This design comes from an exercise in tuning for small area, a short achievable clock period and few clock cycles per item on the open sky130 flow, not from production work.
The RTL was checked by simulation tests, not by an equivalence proof against the original design.
Power and IR drop assume default switching activity.

==> garnet <==
// payload_parser
module payload_parser (
    input  wire        clk,
    input  wire        rst,        
    input  wire        we,
    input  wire [6:0]  addr,
    input  wire [31:0] wdata,
    output reg  [31:0] rdata,
    output wire        irq
);
clock: 12.5 ns
lec_check: 0
abc_clock_period_in_ps: 5000
cap_margin: 20
core_margin: 2
core_utilization: 40
setup_slack_margin: 5
slew_margin: 20
synth_memory_max_bits: 8192
run.sh (not shown) runs the stock make flow with config.mk's settings and CLKGATE_MAP_FILE= SYNTH_SCRIPT=/design/flow/synth_recipe.tcl, a recipe that flattens the netlist after the stock synthesis.
==> indigo: changes against garnet <==
--- a/flow/design.v
+++ b/flow/design.v
@@ -29,13 +29,11 @@
         end
     end
 endmodule
 module pp_lnlut (
     input  wire [7:0]         h,
-    output wire [28:0]        tva,       
-    output wire [28:0]        kna,
-    output wire               fixa,
+    output wire [28:0]        v,         
     output wire signed [27:0] lnlut      
 );
     reg  [2:0]  s;
     reg  [7:0]  m;
     always @(*) begin
@@ -206,15 +204,14 @@
             7'd95: fix = 1'b1;
             7'd99: fix = 1'b1;
             default: fix = 1'b0;
         endcase
     end
-    wire clamp = (h < 8'd3);
-    assign tva   = clamp ? 29'd218436497 : tv;
-    assign kna   = clamp ? 29'd0 : kn;
-    assign fixa  = ~clamp & fix & ~h[7];
-    assign lnlut = $signed({1'b0, tva + kna + {28'd0, fixa}}) - 30'sd295698432;
+    wire [28:0] vn    = tv + kn + {28'd0, fix & ~h[7]};
+    wire        clamp = (h < 8'd3);
+    assign v     = clamp ? 29'd218436497 : vn;
+    assign lnlut = $signed({1'b0, v}) - 30'sd295698432;
 endmodule
 module pp_dewpoint (
     input  wire               clk,
     input  wire               rst,
     input  wire               start,      
@@ -245,13 +242,12 @@
     reg          ylast;             
     wire [23:0]  qp = r[23:0];      
     wire [23:0]  qn = r[47:24];
     wire [W-1:0] yx = {{(W-61){y[60]}}, y};
     wire [W-1:0] rw = {{(W-50){1'b0}}, r};
-    wire [28:0] tva, kna;
-    wire        fixa;
-    pp_lnlut u_lut (.h(h_in), .tva(tva), .kna(kna), .fixa(fixa), .lnlut());
+    wire [28:0] v_in;
+    pp_lnlut u_lut (.h(h_in), .v(v_in), .lnlut());
     wire [21:0] d = $signed({{6{t_in[15]}}, t_in}) * 22'sd25 + 22'sd1555456;
     function [1:0] next_digit;       
         input [W-1:0] sj, cj, aj;
         input         nj;
         reg   [W-1:0] u, v, so, co;
@@ -300,13 +296,11 @@
     end
     reg  [W-1:0] xa, xb, xc;
     reg          cin;
     always @(*) begin
         xa = rs[1];  xb = rc[1];  xc = {W{1'b0}};  cin = 1'b0;      
-        if (!run) begin                                                   
-            xa = {34'd0, tva};  xb = {34'd0, kna};  cin = fixa;
-        end else case (k)
+        case (k)
             5'd1:     begin xa = {rw[W-2:0], 1'b0}; xb = rw; end                           
             5'd2:     begin xa = {rw[W-6:0], 5'd0}; xb = {rw[W-5:0], 4'd0}; xc = ~rw; cin = 1'b1; end  
             K_N:      begin xa = {rs[1][W-2:0], 1'b0}; xb = {rc[1][W-2:0], 1'b0};   
                             xc = {W{ylast}} & yx; end                          
             K_Q0 - 2: begin xa = {rw[W-22:0], 21'd0}; xb = ~yx; cin = 1'b1; end    
@@ -361,11 +355,11 @@
         bneg <= nb & {R{nneg}};
         ylast <= d[0];
         if (!run) begin
             sn <= 1'b0;
             r  <= {28'd0, d};
-            y  <= {32'd0, sum[28:0]};
+            y  <= {32'd0, v_in};
             s  <= -C0A[W-1:0];
             c  <= {W{1'b0}};
             pq <= 1'b0;
         end else begin
             pq <= (kn >= K_Q0) && (kn <= K_FIN);
==> juniper: changes against garnet <==
--- a/flow/design.v
+++ b/flow/design.v
@@ -29,13 +29,11 @@
         end
     end
 endmodule
 module pp_lnlut (
     input  wire [7:0]         h,
-    output wire [28:0]        tva,       
-    output wire [28:0]        kna,
-    output wire               fixa,
+    output wire [28:0]        v,         
     output wire signed [27:0] lnlut      
 );
     reg  [2:0]  s;
     reg  [7:0]  m;
     always @(*) begin
@@ -206,15 +204,14 @@
             7'd95: fix = 1'b1;
             7'd99: fix = 1'b1;
             default: fix = 1'b0;
         endcase
     end
-    wire clamp = (h < 8'd3);
-    assign tva   = clamp ? 29'd218436497 : tv;
-    assign kna   = clamp ? 29'd0 : kn;
-    assign fixa  = ~clamp & fix & ~h[7];
-    assign lnlut = $signed({1'b0, tva + kna + {28'd0, fixa}}) - 30'sd295698432;
+    wire [28:0] vn    = tv + kn + {28'd0, fix & ~h[7]};
+    wire        clamp = (h < 8'd3);
+    assign v     = clamp ? 29'd218436497 : vn;
+    assign lnlut = $signed({1'b0, v}) - 30'sd295698432;
 endmodule
 module pp_dewpoint (
     input  wire               clk,
     input  wire               rst,
     input  wire               start,      
@@ -245,13 +242,12 @@
     reg          ylast;             
     wire [23:0]  qp = r[23:0];      
     wire [23:0]  qn = r[47:24];
     wire [W-1:0] yx = {{(W-61){y[60]}}, y};
     wire [W-1:0] rw = {{(W-50){1'b0}}, r};
-    wire [28:0] tva, kna;
-    wire        fixa;
-    pp_lnlut u_lut (.h(h_in), .tva(tva), .kna(kna), .fixa(fixa), .lnlut());
+    wire [28:0] v_in;
+    pp_lnlut u_lut (.h(h_in), .v(v_in), .lnlut());
     wire [21:0] d = $signed({{6{t_in[15]}}, t_in}) * 22'sd25 + 22'sd1555456;
     function [1:0] next_digit;       
         input [W-1:0] sj, cj, aj;
         input         nj;
         reg   [W-1:0] u, v, so, co;
@@ -300,13 +296,11 @@
     end
     reg  [W-1:0] xa, xb, xc;
     reg          cin;
     always @(*) begin
         xa = rs[1];  xb = rc[1];  xc = {W{1'b0}};  cin = 1'b0;      
-        if (!run) begin                                                   
-            xa = {34'd0, tva};  xb = {34'd0, kna};  cin = fixa;
-        end else case (k)
+        case (k)
             5'd1:     begin xa = {rw[W-2:0], 1'b0}; xb = rw; end                           
             5'd2:     begin xa = {rw[W-6:0], 5'd0}; xb = {rw[W-5:0], 4'd0}; xc = ~rw; cin = 1'b1; end  
             K_N:      begin xa = {rs[1][W-2:0], 1'b0}; xb = {rc[1][W-2:0], 1'b0};   
                             xc = {W{ylast}} & yx; end                          
             K_Q0 - 2: begin xa = {rw[W-22:0], 21'd0}; xb = ~yx; cin = 1'b1; end    
@@ -361,11 +355,11 @@
         bneg <= nb & {R{nneg}};
         ylast <= d[0];
         if (!run) begin
             sn <= 1'b0;
             r  <= {28'd0, d};
-            y  <= {32'd0, sum[28:0]};
+            y  <= {32'd0, v_in};
             s  <= -C0A[W-1:0];
             c  <= {W{1'b0}};
             pq <= 1'b0;
         end else begin
             pq <= (kn >= K_Q0) && (kn <= K_FIN);
==> flow/config.mk (replaced) <==
export PLATFORM = sky130hd
export DESIGN_NAME = payload_parser
export DESIGN_NICKNAME = payload_parser
export VERILOG_FILES = /design/flow/design.v
export SDC_FILE = /design/flow/constraint.sdc
export NUM_CORES = 4
export LEC_CHECK = 0
export ABC_CLOCK_PERIOD_IN_PS = 5000
export CAP_MARGIN = 30
export CORE_MARGIN = 2
export CORE_UTILIZATION = 55
export SETUP_SLACK_MARGIN = 5
export SLEW_MARGIN = 40
export SYNTH_MEMORY_MAX_BITS = 8192
==> summary of the runs <==
- The highest die area belongs to indigo, the lowest to juniper.
- Of garnet and juniper, garnet has the higher synthesized cell count (gap 0.25%, measured against juniper).
- Wire length: juniper < indigo < garnet.
- Sequential power is about the same in juniper and garnet.
- Critical path depth, lowest first: juniper, indigo, garnet.
Testbench counts of garnet, summed over its fixed seeds: cycles 17,608, items 480.
Testbench counts of indigo, summed over its fixed seeds: cycles 17,608, items 480.
Testbench counts of juniper, summed over its fixed seeds: cycles 17,608, items 480.

* * *

==> inputs of delta <==
Another version of the RTL of payload_parser (not shown whole).
clock: 12.5 ns
lec_check: 0
abc_clock_period_in_ps: 5000
cap_margin: 20
core_margin: 2
core_utilization: 40
setup_slack_margin: 5
slew_margin: 20
synth_memory_max_bits: 8192
==> cedar (differences from delta) <==
--- a/flow/design.v
+++ b/flow/design.v
@@ -24,42 +24,16 @@
             rem <= en ? {1'b0, praw[15:12]} : 5'd0;
             q   <= en ? {praw[11:0], 16'h000C} : 28'd0;
         end else if (run) begin
             rem <= m[2];
             q   <= {q[25:0], qb};
         end
     end
 endmodule
-module pp_add #(parameter N = 63) (
-    input  wire [N-1:0] a,
-    input  wire [N-1:0] b,
-    input  wire         cin,
-    output wire [N-1:0] s
-);
-    reg [N:0] g, p;
-    integer l, i;
-    always @(*) begin
-        g = {a & b, cin};
-        p = {a ^ b, 1'b0};
-        for (l = 0; (1 << l) <= N; l = l + 1)
-            for (i = N; i >= 0; i = i - 1)
-                if (((i + 1) % (1 << (l + 1))) == 0 && i >= (1 << l)) begin
-                    g[i] = g[i] | (p[i] & g[i - (1 << l)]);
-                    p[i] = p[i] & p[i - (1 << l)];
-                end
-        for (l = 7; l >= 0; l = l - 1)    
-            for (i = N; i >= 0; i = i - 1)
-                if ((1 << (l + 1)) <= N + 1 && ((i + 1) % (1 << (l + 1))) == (1 << l) && i >= (1 << (l + 1))) begin
-                    g[i] = g[i] | (p[i] & g[i - (1 << l)]);
-                    p[i] = p[i] & p[i - (1 << l)];
-                end
-    end
-    assign s = (a ^ b) ^ g[N-1:0];
-endmodule
 module pp_lnlut (
     input  wire [7:0]         h,
     output wire [28:0]        v,         
     output wire signed [27:0] lnlut      
 );
     reg  [2:0]  s;
     reg  [7:0]  m;
     always @(*) begin
@@ -240,17 +214,19 @@
 module pp_dewpoint (
     input  wire               clk,
     input  wire               rst,
     input  wire               start,      
     input  wire signed [15:0] t_in,       
     input  wire [7:0]         h_in,       
     output wire               fin,        
     output wire               pstep,      
-    output wire [24:0]        dew
+    output wire [24:0]        dew0,       
+    output wire [24:0]        dew1,
+    output wire               dinc
 );
     localparam R     = 4;
     localparam F     = 60;                        
     localparam W     = F + 3;                     
     localparam K_N   = 6;
     localparam K_D0  = 7;
     localparam K_Q0  = 10;
     localparam K_FIN = 16;
@@ -258,17 +234,19 @@
     reg  [4:0]   k;
     reg          run;
     reg  [60:0]  y;                 
     reg  [W-1:0] s, c;
     reg  [49:0]  r;                 
     reg          sn;                
     reg          pq;                
     reg  [R-1:0] bpos, bneg;        
-    reg  [23:0]  qp, qn;            
+    reg          ylast;             
+    wire [23:0]  qp = r[23:0];      
+    wire [23:0]  qn = r[47:24];
     wire [W-1:0] yx = {{(W-61){y[60]}}, y};
     wire [W-1:0] rw = {{(W-50){1'b0}}, r};
     wire [28:0] v_in;
     pp_lnlut u_lut (.h(h_in), .v(v_in), .lnlut());
     wire [21:0] d = $signed({{6{t_in[15]}}, t_in}) * 22'sd25 + 22'sd1555456;
     function [1:0] next_digit;       
         input [W-1:0] sj, cj, aj;
         input         nj;
@@ -318,48 +296,49 @@
     end
     reg  [W-1:0] xa, xb, xc;
     reg          cin;
     always @(*) begin
         xa = rs[1];  xb = rc[1];  xc = {W{1'b0}};  cin = 1'b0;      
         case (k)
             5'd1:     begin xa = {rw[W-2:0], 1'b0}; xb = rw; end                           
             5'd2:     begin xa = {rw[W-6:0], 5'd0}; xb = {rw[W-5:0], 4'd0}; xc = ~rw; cin = 1'b1; end  
-            K_N:      begin xa = rs[2]; xb = rc[2]; end                        
+            K_N:      begin xa = {rs[1][W-2:0], 1'b0}; xb = {rc[1][W-2:0], 1'b0};   
+                            xc = {W{ylast}} & yx; end                          
             K_Q0 - 2: begin xa = {rw[W-22:0], 21'd0}; xb = ~yx; cin = 1'b1; end    
             K_Q0 - 1: begin xa = {rw[W-5:0], 4'd0}; xb = {rw[W-4:0], 3'd0}; xc = rw; end  
             default: ;
         endcase
     end
     wire [W-1:0] xs = xa ^ xb ^ xc;
     wire [W-1:0] xk = {((xa & xb) | (xa & xc) | (xb & xc)), 1'b0};
-    wire [W-1:0] sum;
-    pp_add #(.N(W)) u_add (.a(xs), .b(xk), .cin(cin), .s(sum));
+    wire [W-1:0] sum = xs + xk + {{(W-1){1'b0}}, cin};
     wire [24:0] qu  = {qp, dp[R-1]} - {qn, dn[R-1]};
     wire [24:0] qh  = {1'b0, qu[24:1]} ^ {25{sn}};
     wire [24:0] qh1 = qh + 25'd1;
-    wire        inc = (qu[0] & ~sum[W-1]) ^ sn;
-    assign dew   = inc ? qh1 : qh;
+    assign dinc  = (qu[0] & ~sum[W-1]) ^ sn;     
+    assign dew0  = qh;
+    assign dew1  = qh1;
     assign fin   = run && (k == K_FIN);
     assign pstep = run && (k <= 5'd14);
     localparam [11:0] C1519 = 12'd1519;
     wire [4:0]   kn = k + 5'd1;
     reg  [R-1:0] nb;
     reg          nneg;
     always @(*) begin
         nb = {R{1'b0}};
         nneg = 1'b0;
         if (!run)
             nb = d[21:18];
         else case (kn)
             5'd2: nb = d[17:14];
             5'd3: nb = d[13:10];
             5'd4: nb = d[9:6];
             5'd5: nb = d[5:2];
-            5'd6: nb = {d[1:0], 2'b00};
+            5'd6: nb = {d[1], 3'b000};
             5'd7: begin nb = C1519[11:8]; nneg = sum[W-1]; end
             5'd8: begin nb = C1519[7:4];  nneg = sn; end
             5'd9: begin nb = C1519[3:0];  nneg = sn; end
             default: ;
         endcase
     end
     always @(posedge clk) begin
         if (rst) begin
@@ -369,17 +348,19 @@
             run <= 1'b1;
             k   <= 5'd1;
         end else if (run) begin
             k <= k + 5'd1;
             if (k == K_FIN) run <= 1'b0;
         end
         bpos <= nb & ~{R{nneg}};
         bneg <= nb & {R{nneg}};
+        ylast <= d[0];
         if (!run) begin
+            sn <= 1'b0;
             r  <= {28'd0, d};
             y  <= {32'd0, v_in};
             s  <= -C0A[W-1:0];
             c  <= {W{1'b0}};
             pq <= 1'b0;
         end else begin
             pq <= (kn >= K_Q0) && (kn <= K_FIN);
             if (k == K_N) begin
@@ -392,20 +373,18 @@
             if (k == 5'd1 || k == 5'd2 || k == K_Q0 - 2)
                 r <= sum[49:0];
             if (k == K_N) begin
                 y  <= sum[60:0];
                 sn <= sum[W-1];
             end
             if (k == K_Q0 - 1)
                 y <= {sum[54:0], 6'd0};
-            if (pq) begin
-                qp <= {qp[19:0], dp};
-                qn <= {qn[19:0], dn};
-            end
+            if (pq)
+                r <= {2'b00, qn[19:0], dn, qp[19:0], dp};
         end
     end
 endmodule
 module payload_parser (
     input  wire        clk,
     input  wire        rst,        
     input  wire        we,
     input  wire [6:0]  addr,
@@ -508,20 +487,22 @@
         endcase
     end
     wire v0 = ok && f[0];
     wire v1 = ok && f[1];
     wire ve = ok && f[3];
     wire dew_start = cmd_start && ve;
     wire dew_fin;
     wire dew_pstep;
-    wire [24:0] dew_q;
+    wire [24:0] dew0, dew1;
+    wire        dinc;
     pp_dewpoint u_dew (
         .clk(clk), .rst(rst), .start(dew_start),
-        .t_in(busy ? r_temp : {e0, e1}), .h_in(e4), .fin(dew_fin), .pstep(dew_pstep), .dew(dew_q)
+        .t_in(busy ? r_temp : {e0, e1}), .h_in(e4), .fin(dew_fin), .pstep(dew_pstep),
+        .dew0(dew0), .dew1(dew1), .dinc(dinc)
     );
     pp_div u_pdiv (
         .clk(clk), .load(rst || cmd_start || cmd_clear), .run(dew_pstep),
         .praw({e2, e3}), .en(!rst && cmd_start && ve), .q(r_p)
     );
     integer i;
     always @(posedge clk) begin
         if (rst) begin
@@ -537,17 +518,16 @@
             err    <= E_NONE;
             val0   <= 1'b0;
             val1   <= 1'b0;
             valenv <= 1'b0;
             r_vbat <= 16'd0;
             r_boot <= 8'd0;
             r_temp <= 16'd0;
             r_hum  <= 8'd0;
-            r_dew  <= 25'd0;
         end else begin
             if (wr_ctrl)
                 ie <= wdata[2];
             if (!busy) begin
                 if (wr_port) port_r <= wdata;
                 if (wr_plen) plen <= wdata[7:0];
                 if (wr_pbuf) pbuf[addr[3:0]] <= wdata[7:0];
             end
@@ -559,30 +539,32 @@
                 err    <= E_NONE;
                 val0   <= 1'b0;
                 val1   <= 1'b0;
                 valenv <= 1'b0;
                 r_vbat <= 16'd0;
                 r_boot <= 8'd0;
                 r_temp <= 16'd0;
                 r_hum  <= 8'd0;
-                r_dew  <= 25'd0;
             end else if (cmd_start) begin
                 phase  <= ve ? P_WALK : P_DONE;
                 widx   <= n_widx;
                 cur    <= n_cur;
                 flags  <= hdr_bad ? 8'd0 : f;
                 err    <= n_err;
                 val0   <= v0;
                 val1   <= v1;
                 valenv <= ve;
                 r_vbat <= v0 ? {pbuf[2], pbuf[3]} : 16'd0;
                 r_boot <= v1 ? boot_b : 8'd0;
                 r_temp <= ve ? {e0, e1} : 16'd0;
                 r_hum  <= ve ? e4 : 8'd0;
-                r_dew  <= 25'd0;
             end else if (dew_fin) begin
-                r_dew  <= dew_q;
                 phase  <= P_DONE;
             end
         end
     end
+    wire        dew_zero = rst || cmd_clear || cmd_start;
+    wire [24:0] dew_c0 = dew_zero ? 25'd0 : (dew_fin ? dew0 : r_dew);
+    wire [24:0] dew_c1 = dew_zero ? 25'd0 : (dew_fin ? dew1 : r_dew);
+    always @(posedge clk)
+        r_dew <= dinc ? dew_c1 : dew_c0;
 endmodule
- ABC_AREA: unset -> 1
==> summary of the runs <==
- Of delta and cedar, delta has the higher combinational power (gap 9.9%, measured against cedar).
- Against delta, the first-iteration DRC count of cedar is higher by about 16%.
- Of delta and cedar, cedar has the higher via count (gap 11%, measured against cedar).
- In delta the synthesized cell count is lower than in cedar, by about 16%.
- Of cedar and delta, cedar has the higher register-to-register slack (gap 0.90 ns).
- Of cedar and delta, delta has the higher utilization (gap 2.2 points).
- Against delta, the synthesized area of cedar is larger by about 1.3%.
==> figures <==
| item | delta | cedar |
|---|---|---|
| Top achievable clock speed | 119 MHz | 133 MHz |
| Final HPWL from detailed placement | 136000 um | 171000 um |
| Nonclk inv count | 458 | 1254 |
| Slowest stage delay, CP | 0.62 ns | 0.65 ns |
| Sinks on the clock net | 595 | 548 |
| Status | timing/DRC/antenna clean | timing/DRC/antenna clean |
| Sequential cell area fraction in the yosys report | 27.7% | 25.1% |
| Pre-antenna DRT Iters | 12 | 9 |
| Final cell count without fillers | 7921 | 9093 |
| Number of well taps | 1742 | 1755 |
| Worst hold endpoint | val1 | r_vbat[2] |
| Maximum fanout along the worst path | 5 | 38 |
| Crit path max-delay cell type | sky130_fd_sc_hd__fa_1 | sky130_fd_sc_hd__o41ai_1 |
| Area of the multi-input gates | 0.0369 mm^2 | 0.0342 mm^2 |
| Width of the die | 366 um | 368 um |
Testbench counts of delta, summed over its fixed seeds: cycles 17,608, items 480.
Testbench counts of cedar, summed over its fixed seeds: cycles 17,608, items 480.

## re-timing with driven ports
How much do the figures lean on ideal ports? The routed layouts below were timed once more, with nothing changed but the port constraints. Step 1 sets driving cells, clkbuf_16 on the clock port and buf_2 on the other inputs (assumed; they add their load-dependent delay and slew). Step 2 also shifts input and output timing later by t, the mid clock arrival at the registers, as if the neighbouring blocks saw the same clock. Three values: ideal ports, drivers, drivers and shift; two values: the first two.
| run | t, ns | slack for setup (ns) | worst setup path after step 2 |
|---|---|---|---|
| garnet | 0.769 | 4.570 / 4.570 / 4.570 | register to register |
| indigo | 0.745 | 4.952 / 4.932 / 4.932 | input to output |
| juniper | 0.727 | 5.015 / 4.992 / 4.992 | input to output |
| delta | 0.768 | 4.106 / 4.106 / 4.106 | register to register |
| cedar | 0.757 | 5.006 / 5.006 / 5.006 | register to register |
After both steps setup and hold are still met in every run listed. For juniper, which loses most, drivers alone change the setup slack by -0.023 ns; drivers and shift together by -0.023 ns.
